What follows belongs to an exercise in optimizing a design on an open flow for small area; a production flow would make more cautious choices. The RTL was checked by simulation tests, not by an equivalence proof against the original design. No activity file was given, so power comes from the tool's default toggle rates.

== P ==
// pm2_cpu
module pm2_cpu (
    input  wire        clk,
    input  wire        rst,           
    output reg         mem_req,
    output reg         mem_we,
    output reg         mem_word,
    output reg  [31:0] mem_addr,
    output reg  [31:0] mem_wdata,
    input  wire [31:0] mem_rdata,
    input  wire        mem_ready,
    output wire        halted
);
For scale: about 1,600 cells after synthesis, ~680 flip-flops, about 100 I/O pins, about 20,000 µm² of cells after synthesis.
clock: 12.0 ns
lec_check: 0
cap_margin: 20
core_margin: 2
core_utilization: 55
slew_margin: 20
standard.sh (not shown) runs the stock make flow with config.mk's settings and CLKGATE_MAP_FILE= SYNTH_SCRIPT=/design/flow/synth_recipe.tcl, a recipe that flattens the netlist after the stock synthesis.
==> flow/flow/run.sh <==
#!/bin/bash
set -e
export BUFFER_PORTS_ARGS="-buffer_cell sky130_fd_sc_hd__buf_1"
export CTS_ARGS="-sink_clustering_enable -repair_clock_nets -dont_use_dummy_load -buf_list sky130_fd_sc_hd__clkbuf_8 -sink_clustering_size 20 -sink_clustering_max_diameter 60"
bash standard.sh > standard.log 2>&1
Changes in Q relative to P:
==> flow/flow/run.sh <==
#!/bin/bash
set -e
export BUFFER_PORTS_ARGS="-buffer_cell sky130_fd_sc_hd__buf_1"
export CTS_ARGS="-sink_clustering_enable -repair_clock_nets -dont_use_dummy_load -buf_list sky130_fd_sc_hd__clkbuf_8 -sink_clustering_size 18 -sink_clustering_max_diameter 80"
bash standard.sh > standard.log 2>&1
-- flow/config.mk --
<<< P, line 11
>>> Q, line 11
export PLACE_DENSITY = 0.8
--- outcome ---
- In the flow results for Q and P, the met2 wire length is smaller on P.
- Q falls short of P in setup slack of the most critical reg-to-reg path.
- Q and P ended up with roughly the same cell area.
- The global-route wire length before repair was comparable across Q and P.
- Final worst hold slack sits higher in Q than in P.
- Routed length per placed instance, Q and P: smaller value in P

---

Another version of the RTL of pm2_cpu (not shown whole).
Size in the first run: about 1600 cells after synthesis, about 100 I/O pins, about 20000 um^2 of cells after synthesis.
==> flow/config.mk <==
export PLATFORM = sky130hd
export DESIGN_NAME = pm2_cpu
export DESIGN_NICKNAME = pm2_cpu
export VERILOG_FILES = /design/flow/design.v
export SDC_FILE = /design/flow/constraint.sdc
export NUM_CORES = 4
export LEC_CHECK = 0
export CAP_MARGIN = 20
export CORE_MARGIN = 2
export CORE_UTILIZATION = 55
export SLEW_MARGIN = 20
==> flow/constraint.sdc <==
create_clock -name core_clock -period 12.0 [get_ports {clk}]
set_input_delay 2.4000 -clock core_clock [delete_from_list [all_inputs] [get_ports {clk}]]
set_output_delay 2.4000 -clock core_clock [all_outputs]
set_load 0.01 [all_outputs]
==> flow/flow/run.sh <==
#!/bin/bash
set -e
export BUFFER_PORTS_ARGS="-buffer_cell sky130_fd_sc_hd__buf_1"
export CTS_ARGS="-sink_clustering_enable -repair_clock_nets -dont_use_dummy_load -buf_list sky130_fd_sc_hd__clkbuf_8 -sink_clustering_size 24 -sink_clustering_max_diameter 40"
bash standard.sh > standard.log 2>&1
Next try:
==> flow/flow/run.sh (replaced) <==
#!/bin/bash
set -e
export BUFFER_PORTS_ARGS="-buffer_cell sky130_fd_sc_hd__buf_1"
export CTS_ARGS="-sink_clustering_enable -repair_clock_nets -dont_use_dummy_load -buf_list sky130_fd_sc_hd__clkbuf_8 -sink_clustering_size 20 -sink_clustering_max_diameter 50"
bash standard.sh > standard.log 2>&1
The new run completed without violations.
Die area stays the same.
Clock power is lower by roughly a tenth.
Via count came out lower slightly.
Cell count falls slightly.
Worst setup slack hardly moves.
Global-route usage hardly moves.

---

pm2_cpu, a different RTL version from the one above (not shown whole).
Size: ~1600 cells after synthesis, about 680 flip-flops, ~100 I/O pins, about 21000 µm² of cells after synthesis.
make LEC_CHECK=0 CAP_MARGIN=20 CORE_MARGIN=2 CORE_UTILIZATION=55 CTS_BUF_LIST=sky130_fd_sc_hd__clkbuf_8 CTS_CLUSTER_DIAMETER=50 CTS_CLUSTER_SIZE=16 SLEW_MARGIN=20 finish   # period 12.0 ns
run.sh (not shown) runs the stock make flow with config.mk's settings and CLKGATE_MAP_FILE= SYNTH_SCRIPT=/design/flow/synth_recipe.tcl, a recipe that flattens the netlist after the stock synthesis.
Stock flow here: none of the scripts above is used.
==> next run, changes <==
==> flow/flow/run.sh (new file) <==
#!/bin/bash
set -e
export BUFFER_PORTS_ARGS="-buffer_cell sky130_fd_sc_hd__buf_1"
export CTS_ARGS="-sink_clustering_enable -repair_clock_nets -dont_use_dummy_load -buf_list sky130_fd_sc_hd__clkbuf_8 -sink_clustering_size 16 -sink_clustering_max_diameter 50"
bash standard.sh > standard.log 2>&1
==> flow/standard.sh (new file) <==
#!/bin/bash
# synth_recipe.tcl (not shown) runs the flow's synth.tcl, then flattens the netlist and writes it again
# the make line also repeats each setting of config.mk as NAME=value (left out here)
make -C /OpenROAD-flow-scripts/flow DESIGN_CONFIG=/design/flow/config.mk WORK_HOME=/design/flow/orfs CLKGATE_MAP_FILE= SYNTH_SCRIPT=/design/flow/synth_recipe.tcl "${@:-finish}"
CTS_BUF_LIST = not set   (was sky130_fd_sc_hd__clkbuf_8)
CTS_CLUSTER_DIAMETER = not set   (was 50)
CTS_CLUSTER_SIZE = not set   (was 16)
removed: flow/run.sh
Outcome:
- cell area falls by 3.8%
- register-to-register slack loses 0.03 ns
- sequential cell count stays the same

## separate check: timing with driven ports
How much do the figures lean on ideal ports? The routed layouts below were timed once more, with nothing changed but the port constraints.
Step 1 sets driving cells, clkbuf_16 on the clock port and buf_2 on the other inputs (assumed; they add their load-dependent delay and slew).
Step 2 adds t to the input delays and takes it off the output delays; t is the mean of the earliest and latest rising clock arrival at the registers after step 1. Input paths then give back, and output paths get back, about the clock's delay inside the block.
Slacks: ideal ports / drivers / drivers and shift; pairs: ideal ports / drivers.
| run | shift t [ns] | setup slack, ns | worst setup path at the end | worst data-port slew with drivers (ns) |
|---|---|---|---|---|
| P | 0.665 | 0.685 / 0.685 / 0.685 | register to register | 0.06 |
| Q | 0.631 | 0.634 / 0.634 / 0.634 | register to register | 0.04 |
| the first run of note 2 | 0.686 | 1.007 / 1.007 / 1.007 | register to register | 0.04 |
| the second run of note 2 | 0.659 | 1.005 / 1.005 / 1.005 | register to register | 0.04 |
| the first run of note 3 | 0.716 | 7.143 / 7.089 / 7.181 | input to register | 0.05 |
| the second run of note 3 | 0.675 | 7.223 / 7.223 / 7.223 | register to register | 0.05 |
After both steps setup and hold are still met in every run listed.
